Context: an optimization exercise on an open-source flow, tuned for small area, a short achievable clock period and few clock cycles per item. The choices shown serve that exercise and are no tape-out recipe.
RTL that was checked went through simulation tests only; none was proved equivalent to the original.

==> branch tundra <==
// ssvm
module ssvm (
    input  wire        clk,
    input  wire        rst_n,
    input  wire        start,
    input  wire        stop,
    input  wire [15:0] sample_rate,
    input  wire [63:0] prog_len,       
    input  wire [3:0]  active,
    input  wire        req,
    output wire        ready,
    output reg         sample_valid,
    output reg  [15:0] sample_out,
    output reg         run,
    output wire [3:0]  halted,
    output wire [11:0] fault_code,     
    output wire [63:0] fault_pc,       
    output reg         mem_req,
    output reg  [26:0] mem_addr,       
    input  wire        mem_ack,
    input  wire [15:0] mem_rdata
);
Settings: LEC_CHECK=0, CAP_MARGIN=20, CORE_MARGIN=2, CORE_UTILIZATION=40, PLACE_DENSITY=0.6, SETUP_SLACK_MARGIN=5, SLEW_MARGIN=20; clock period 10.0 ns.
run.sh (not shown) runs the stock make flow with config.mk's settings and CLKGATE_MAP_FILE= SYNTH_SCRIPT=/design/flow/synth_recipe.tcl, a recipe that flattens the netlist after the stock synthesis.
==> branch indigo (differences from branch tundra) <==
--- a/flow/design.v
+++ b/flow/design.v
@@ -228,31 +228,34 @@
     reg [4:0]  es;
     reg [4:0]  wret;
     reg [1:0]  ec;
     reg [7:0]  opc;
     reg [2:0]  ob;
     reg [15:0] dv;
     reg [2:0]  avail;         
+    reg [16:0] npos;          
+    reg        ill_q;         
+    reg        trunc_q;       
     reg        folded;
     reg [31:0] q1;
     reg        ack_q;         
     reg [15:0] rd_q;
-    wire [15:0] cur_len = prog_len[ec*16 +: 16];
+    reg  [15:0] cur_len;      
     wire [15:0] cur_pc  = pc_r[ec];
     wire [15:0] cur_ep  = env_pos[ec];
     wire [15:0] cur_pp  = pen_pos[ec];
     wire [7:0]  cur_eid = env_id[ec];
     wire [7:0]  cur_pid = pen_id[ec];
     wire [15:0] cur_wt  = wait_r[ec];
     wire [7:0]  rb      = rd_q[7:0];
-    wire [2:0]  rb_len  = op_len(rb);
+    wire [2:0]  in_len  = op_len(mem_rdata[7:0]);
     wire [15:0] rem     = cur_len - cur_pc;
     wire [2:0]  pc_x    = (es == E_OPD) ? ob + 3'd1 : ob;
     wire [15:0] pc_add  = cur_pc + {13'd0, pc_x};
-    wire [16:0] pos_inc = {1'b0, (es == E_ELEN) ? cur_ep : cur_pp} + 17'd1;
+    wire [16:0] pos_inc = {1'b0, (es == E_CH && cur_eid != 8'hFF) ? cur_ep : cur_pp} + 17'd1;
     reg        d_busy;
     reg        d_q1;
     reg [1:0]  d_ch;
     reg [3:0]  d_cnt;
     reg [16:0] d_r;
     reg [31:0] d_q;
     reg [16:0] d_d;
@@ -263,29 +266,97 @@
     wire        d_g2  = d_s2 >= {1'b0, d_d};
     wire [16:0] d_r2  = d_g2 ? (d_s2[16:0] - d_d) : d_s2[16:0];
     wire [31:0] d_qn  = {d_q[29:0], d_g1, d_g2};
     wire [15:0] dv_max  = (ec == 2'd3) ? 16'hFFFF : 16'd1023;
     wire [15:0] dv_cl   = (dv > dv_max) ? dv_max : dv;
     wire [16:0] dv_eff  = (dv_cl == 16'd0) ? ((ec == 2'd3) ? 17'h10000 : 17'h00400)
                                            : {1'b0, dv_cl};
+    task next_ch;
+        begin
+            ec <= ec + 2'd1;
+            es <= (ec == 2'd3) ? E_FIN : E_CH;
+        end
+    endtask
+    task do_wait;
+        begin
+            folded <= 1'b0;
+            if (cur_wt > 16'd1) begin
+                wait_r[ec] <= cur_wt - 16'd1;
+                next_ch;
+            end else begin
+                wait_r[ec] <= 16'd0;
+                es         <= E_FETCH;
+            end
+        end
+    endtask
+    task do_pen;
+        begin
+            if (cur_pid != 8'hFF) begin
+                mem_req  <= 1'b1;
+                mem_addr <= {SP_PEN_HDR, cur_pid, 16'd0};
+                npos     <= pos_inc;
+                es       <= E_PLEN;
+            end else begin
+                do_wait;
+            end
+        end
+    endtask
+    task do_on2;
+        begin
+            wret <= E_NDONE;
+            if (cur_pid != 8'hFF) begin
+                pen_pos[ec] <= 16'd0;
+                mem_req     <= 1'b1;
+                mem_addr    <= {SP_PEN_DAT, cur_pid, 16'd0};
+                es          <= E_ON2R;
+            end else begin
+                es <= E_WDIV;
+            end
+        end
+    endtask
+    task do_on1;
+        begin
+            if (cur_eid != 8'hFF) begin
+                env_pos[ec] <= 16'd0;
+                mem_req     <= 1'b1;
+                mem_addr    <= {SP_ENV_DAT, cur_eid, 16'd0};
+                es          <= E_ON1R;
+            end else begin
+                do_on2;
+            end
+        end
+    endtask
+    task do_ndone;
+        begin
+            e_on[ec] <= 1'b1;
+            pc_r[ec] <= pc_add;
+            if (cur_wt != 16'd0)
+                next_ch;
+            else
+                es <= E_FETCH;
+        end
+    endtask
     integer i;
     always @(posedge clk) begin
         if (!rst_n) begin
             run          <= 1'b0;
             rstate       <= R_IDLE;
             sample_valid <= 1'b0;
             mem_req      <= 1'b0;
             es           <= E_OFF;
             tk_rdy       <= 1'b0;
             d_busy       <= 1'b0;
             ack_q        <= 1'b0;
         end else begin
             sample_valid <= 1'b0;
             ack_q        <= mem_ack && mem_req;
+            cur_len      <= prog_len[ec*16 +: 16];
             rd_q         <= mem_rdata;
+            ill_q        <= (in_len == 3'd0);
+            trunc_q      <= (in_len > avail);
             if (mem_ack)
                 mem_req <= 1'b0;
             if (d_busy) begin
                 d_r   <= d_r2;
                 d_q   <= d_qn;
                 d_cnt <= d_cnt - 4'd1;
                 if (d_cnt == 4'd0) begin
@@ -294,129 +365,111 @@
                         q1 <= d_qn;
                     else
                         e_inc[d_ch] <= d_qn;
                 end
             end
             case (es)
             E_Q1: begin
-                if (!d_busy && !mem_req) begin
+                if (!mem_req) begin
                     ec <= 2'd0;
                     es <= E_CH;
                 end
             end
             E_CH: begin
                 if (e_halt[ec] || e_fault[ec] != 3'd0) begin
-                    es <= E_NEXT;
+                    next_ch;
                 end else if (cur_eid != 8'hFF) begin
                     mem_req  <= 1'b1;
                     mem_addr <= {SP_ENV_HDR, cur_eid, 16'd0};
+                    npos     <= pos_inc;
                     es       <= E_ELEN;
                 end else begin
-                    es <= E_PEN;
+                    do_pen;
                 end
             end
             E_ELEN: if (ack_q) begin
                 mem_req <= 1'b1;
-                if (pos_inc >= {1'b0, rd_q}) begin
+                if (npos >= {1'b0, rd_q}) begin
                     mem_addr <= {SP_ENV_HDR, cur_eid, 16'd1};
                     es       <= E_ELOOP;
                 end else begin
-                    env_pos[ec] <= pos_inc[15:0];
-                    mem_addr    <= {SP_ENV_DAT, cur_eid, pos_inc[15:0]};
+                    env_pos[ec] <= npos[15:0];
+                    mem_addr    <= {SP_ENV_DAT, cur_eid, npos[15:0]};
                     es          <= E_ELEV;
                 end
             end
             E_ELOOP: if (ack_q) begin
                 env_pos[ec] <= rd_q;
                 mem_req  <= 1'b1;
                 mem_addr <= {SP_ENV_DAT, cur_eid, rd_q};
                 es       <= E_ELEV;
             end
             E_ELEV: if (ack_q) begin
                 e_vol[ec]   <= level_to_hwvol(rd_q);
-                es          <= E_PEN;
-            end
-            E_PEN: begin
-                if (cur_pid != 8'hFF) begin
-                    mem_req  <= 1'b1;
-                    mem_addr <= {SP_PEN_HDR, cur_pid, 16'd0};
-                    es       <= E_PLEN;
-                end else begin
-                    es <= E_WAIT;
-                end
+                do_pen;
             end
             E_PLEN: if (ack_q) begin
                 mem_req <= 1'b1;
-                if (pos_inc >= {1'b0, rd_q}) begin
+                if (npos >= {1'b0, rd_q}) begin
                     mem_addr <= {SP_PEN_HDR, cur_pid, 16'd1};
                     es       <= E_PLOOP;
                 end else begin
-                    pen_pos[ec] <= pos_inc[15:0];
-                    mem_addr    <= {SP_PEN_DAT, cur_pid, pos_inc[15:0]};
+                    pen_pos[ec] <= npos[15:0];
+                    mem_addr    <= {SP_PEN_DAT, cur_pid, npos[15:0]};
                     es          <= E_PVAL;
                 end
             end
             E_PLOOP: if (ack_q) begin
                 pen_pos[ec] <= rd_q;
                 mem_req  <= 1'b1;
                 mem_addr <= {SP_PEN_DAT, cur_pid, rd_q};
                 es       <= E_PVAL;
             end
             E_PVAL: if (ack_q) begin
                 dv          <= rd_q;
                 wret        <= E_WAIT;
                 es          <= E_WDIV;
             end
-            E_WAIT: begin
-                folded <= 1'b0;
-                if (cur_wt > 16'd1) begin
-                    wait_r[ec] <= cur_wt - 16'd1;
-                    es         <= E_NEXT;
-                end else begin
-                    wait_r[ec] <= 16'd0;
-                    es         <= E_FETCH;
-                end
-            end
             E_FETCH: begin
                 ob    <= 3'd1;
                 avail <= (rem[15:3] != 13'd0) ? 3'd7 : rem[2:0];
                 if (rem == 16'd0) begin
                     if (lvalid[ec] && !folded) begin
                         pc_r[ec] <= ltarget[ec];
                         folded   <= 1'b1;
                     end else begin
                         e_halt[ec] <= 1'b1;
                         e_on[ec]   <= 1'b0;
-                        es         <= E_NEXT;
+                        next_ch;
                     end
                 end else begin
                     mem_req  <= 1'b1;
                     mem_addr <= {SP_PROG, 6'd0, ec, cur_pc};
                     es       <= E_OP;
                 end
             end
             E_OP: if (ack_q) begin
                 opc <= rb;
-                if (rb_len == 3'd0) begin
+                if (ill_q) begin
                     e_fault[ec] <= F_ILLEGAL_OPCODE;
                     e_on[ec]    <= 1'b0;
-                    es          <= E_NEXT;
-                end else if (rb_len > avail) begin
+                    next_ch;
+                end else if (trunc_q) begin
                     e_fault[ec] <= F_TRUNCATED;
                     e_on[ec]    <= 1'b0;
-                    es          <= E_NEXT;
+                    next_ch;
                 end else if (rb == OP_END) begin
                     if (lvalid[ec] && !folded) begin
                         pc_r[ec] <= ltarget[ec];
                         folded   <= 1'b1;
                         es       <= E_FETCH;
                     end else begin
                         e_halt[ec] <= 1'b1;
                         e_on[ec]   <= 1'b0;
-                        es         <= E_NEXT;
+                        next_ch;
                     end
                 end else if (rb == OP_LOOP) begin
                     ltarget[ec] <= pc_add;
                     lvalid[ec]  <= 1'b1;
                     pc_r[ec]    <= pc_add;
                     es          <= E_FETCH;
                 end else begin
@@ -435,27 +488,30 @@
                         3'd1: dv[7:0]  <= rb;
                         3'd2: dv[15:8] <= rb;
                         3'd3: wait_r[ec][7:0] <= rb;
                         default: begin
                             wait_r[ec][15:8] <= rb;
                             e_noise[ec] <= 1'b0;
                             mem_req     <= 1'b0;
-                            es          <= E_ON1;
+                            do_on1;
                         end
                     endcase
                 end
                 OP_REST: begin
                     if (ob == 3'd1) begin
                         wait_r[ec][7:0] <= rb;
                     end else begin
                         wait_r[ec][15:8] <= rb;
                         e_on[ec] <= 1'b0;
                         pc_r[ec] <= pc_add;
                         mem_req  <= 1'b0;
-                        es       <= ({rb, cur_wt[7:0]} != 16'd0) ? E_NEXT : E_FETCH;
+                        if ({rb, cur_wt[7:0]} != 16'd0)
+                            next_ch;
+                        else
+                            es <= E_FETCH;
                     end
                 end
                 OP_VOL: begin
                     e_vol[ec] <= (rb >= 8'd15) ? 4'd0 : (4'd15 - rb[3:0]);
                     pc_r[ec]  <= pc_add;
                     mem_req   <= 1'b0;
                     es        <= E_FETCH;
@@ -478,127 +534,100 @@
                 OP_NOISE: begin
                     case (ob)
                         3'd1: begin
                             if (rb >= 8'd2) begin
                                 e_fault[ec] <= F_ILLEGAL_OPER;
                                 e_on[ec]    <= 1'b0;
                                 mem_req     <= 1'b0;
-                                es          <= E_NEXT;
+                                next_ch;
                             end
                             e_white[ec] <= rb[0];
                         end
                         3'd2: begin
                             if (rb >= 8'd3) begin
                                 e_fault[ec] <= F_ILLEGAL_OPER;
                                 e_on[ec]    <= 1'b0;
                                 mem_req     <= 1'b0;
-                                es          <= E_NEXT;
+                                next_ch;
                             end
                             dv <= (rb == 8'd0) ? 16'd16 : (rb == 8'd1) ? 16'd32 : 16'd64;
                         end
                         3'd3: wait_r[ec][7:0] <= rb;
                         default: begin
                             wait_r[ec][15:8] <= rb;
                             e_noise[ec] <= 1'b1;
                             mem_req     <= 1'b0;
-                            es          <= E_ON1;
+                            do_on1;
                         end
                     endcase
                 end
                 default: begin  
                     case (ob)
                         3'd1: begin
                             if (rb >= 8'd2) begin
                                 e_fault[ec] <= F_ILLEGAL_OPER;
                                 e_on[ec]    <= 1'b0;
                                 mem_req     <= 1'b0;
-                                es          <= E_NEXT;
+                                next_ch;
                             end
                             e_white[ec] <= rb[0];
                         end
                         3'd2: dv[7:0]  <= rb;
                         3'd3: dv[15:8] <= rb;
                         3'd4: wait_r[ec][7:0] <= rb;
                         default: begin
                             wait_r[ec][15:8] <= rb;
                             e_noise[ec] <= 1'b1;
                             mem_req     <= 1'b0;
-                            es          <= E_ON1;
+                            do_on1;
                         end
                     endcase
                 end
                 endcase
             end
             E_TCHK: if (ack_q) begin
                 if (rd_q == 16'd0) begin
                     e_fault[ec] <= (opc == OP_ENV) ? F_UNDEF_ENV : F_UNDEF_PENV;
                     e_on[ec]    <= 1'b0;
-                    es          <= E_NEXT;
+                    next_ch;
                 end else begin
                     if (opc == OP_ENV) begin
                         env_id[ec]  <= dv[7:0];
                         env_pos[ec] <= 16'd0;
                     end else begin
                         pen_id[ec]  <= dv[7:0];
                         pen_pos[ec] <= 16'd0;
                     end
                     pc_r[ec] <= pc_add;
                     es       <= E_FETCH;
                 end
             end
-            E_ON1: begin
-                if (cur_eid != 8'hFF) begin
-                    env_pos[ec] <= 16'd0;
-                    mem_req     <= 1'b1;
-                    mem_addr    <= {SP_ENV_DAT, cur_eid, 16'd0};
-                    es          <= E_ON1R;
-                end else begin
-                    es <= E_ON2;
-                end
-            end
             E_ON1R: if (ack_q) begin
                 e_vol[ec] <= level_to_hwvol(rd_q);
-                es        <= E_ON2;
-            end
-            E_ON2: begin
-                wret <= E_NDONE;
-                if (cur_pid != 8'hFF) begin
-                    pen_pos[ec] <= 16'd0;
-                    mem_req     <= 1'b1;
-                    mem_addr    <= {SP_PEN_DAT, cur_pid, 16'd0};
-                    es          <= E_ON2R;
-                end else begin
-                    es <= E_WDIV;
-                end
+                do_on2;
             end
             E_ON2R: if (ack_q) begin
                 dv <= rd_q;
                 es <= E_WDIV;
             end
-            E_NDONE: begin
-                e_on[ec] <= 1'b1;
-                pc_r[ec] <= pc_add;
-                es       <= (cur_wt != 16'd0) ? E_NEXT : E_FETCH;
-            end
             E_WDIV: begin
-                if (!d_busy || d_ch == ec) begin
+                if (!d_busy || (d_ch == ec && !d_q1)) begin
                     d_busy <= 1'b1;
                     d_q1   <= 1'b0;
                     d_ch   <= ec;
                     d_cnt  <= 4'd15;
                     d_r    <= 17'd0;
                     d_q    <= q1;
                     d_d    <= dv_eff;
-                    es     <= wret;
+                    if (wret == E_WAIT)
+                        do_wait;
+                    else
+                        do_ndone;
                 end
             end
-            E_NEXT: begin
-                ec <= ec + 2'd1;
-                es <= (ec == 2'd3) ? E_FIN : E_CH;
-            end
             E_FIN: begin
                 if (!d_busy) begin
                     tk_rdy <= 1'b1;
                     es     <= E_OFF;
                 end
             end
             default: ;
--- a/flow/config.mk
+++ b/flow/config.mk
@@ -4,10 +4,13 @@
 export VERILOG_FILES = /design/flow/design.v
 export SDC_FILE = /design/flow/constraint.sdc
 export NUM_CORES = 4
 export LEC_CHECK = 0
 export CAP_MARGIN = 20
 export CORE_MARGIN = 2
 export CORE_UTILIZATION = 40
+export CTS_BUF_LIST = sky130_fd_sc_hd__clkbuf_8 sky130_fd_sc_hd__clkbuf_16
+export CTS_CLUSTER_DIAMETER = 60
+export CTS_CLUSTER_SIZE = 18
 export PLACE_DENSITY = 0.6
 export SETUP_SLACK_MARGIN = 5
 export SLEW_MARGIN = 20
==> impl_metrics.ini <==
[synthesis]
syn_inst = 6150
synth_xor_area_frac = 0.0334

[power]
power.leakage_uw = 0.0285

[global_route]
grt_pass1_wl_mm = 296
grt_util_met1 = 0.314

[status]
outcome = timing/DRC/antenna clean

[drt]
wl_met1_mm = 85.6
dr_wl_met2_mm = 89.0

[placement]
globalplace.congestion = 0.960

[worst_setup_path]
cp_max_fo = 14
critPathBufInv = 2
crit_family = compound AO/OA/AOI/OAI gates

[finish]
seq-cell-share = 0.425
bufAreaShareNonClock = 0.0537
num-clock-buffers = 110

[die]
die_h_um = 409

[sta]
worst_slew_pin_slew_ns = 1.12

[hold_path]
hp-start = e_inc[0][2]
-- figures above: branch indigo

==> impl_metrics.ini <==
[global_route]
grt_pass1_wl_mm = 300

[worst_setup_path]
crit_family = buffers and inverters
critPathBufInv = 5
cp_max_fo = 8

[drt]
wl_met1_mm = 87.3
dr_wl_met2_mm = 92.0

[synthesis]
synth_xor_area_frac = 0.0296
syn_inst = 6061

[finish]
seq-cell-share = 0.404
num-clock-buffers = 148

[placement]
globalplace.congestion = 0.962

[sta]
worst_slew_pin_slew_ns = 1.10

[status]
outcome = timing/DRC/antenna clean
-- figures above: branch tundra

Testbench counts of branch indigo, summed over its fixed seeds: cycles 75,770, samples 72,000.
Function not checked in branch tundra: the RTL went through the layout flow alone.

[separate check: timing with driven ports]
The flow's constraints put no driver on any port. The routed layouts listed below were extracted and timed again, unchanged, in two steps.
Step 1 assumes that a clkbuf_16 drives the clock port and a buf_2 every other input.
Step 2 moves the port delays by t, midway between the first and last clock arrival at a register: inputs arrive t later, outputs are due t later. That takes back most of the time a late clock gives input paths.
a / b / c = ideal ports / drivers / drivers and shift; a / b = the first two.
run | shift t [ns] | slack for setup (ns) | hold WS [ns] | latest minus earliest clock arrival (ns)
branch tundra | 0.837 | 5.008 / 5.057 / 4.235 | 0.372 / 0.372 / 0.372 | 0.073 / 0.072
branch indigo | 0.801 | 4.967 / 4.989 / 4.219 | 0.415 / 0.415 / 0.415 | 0.084 / 0.084
After both steps every run listed still meets setup and hold. For branch tundra, which loses most, drivers alone change the setup slack by +0.049 ns; drivers and shift together by -0.773 ns.
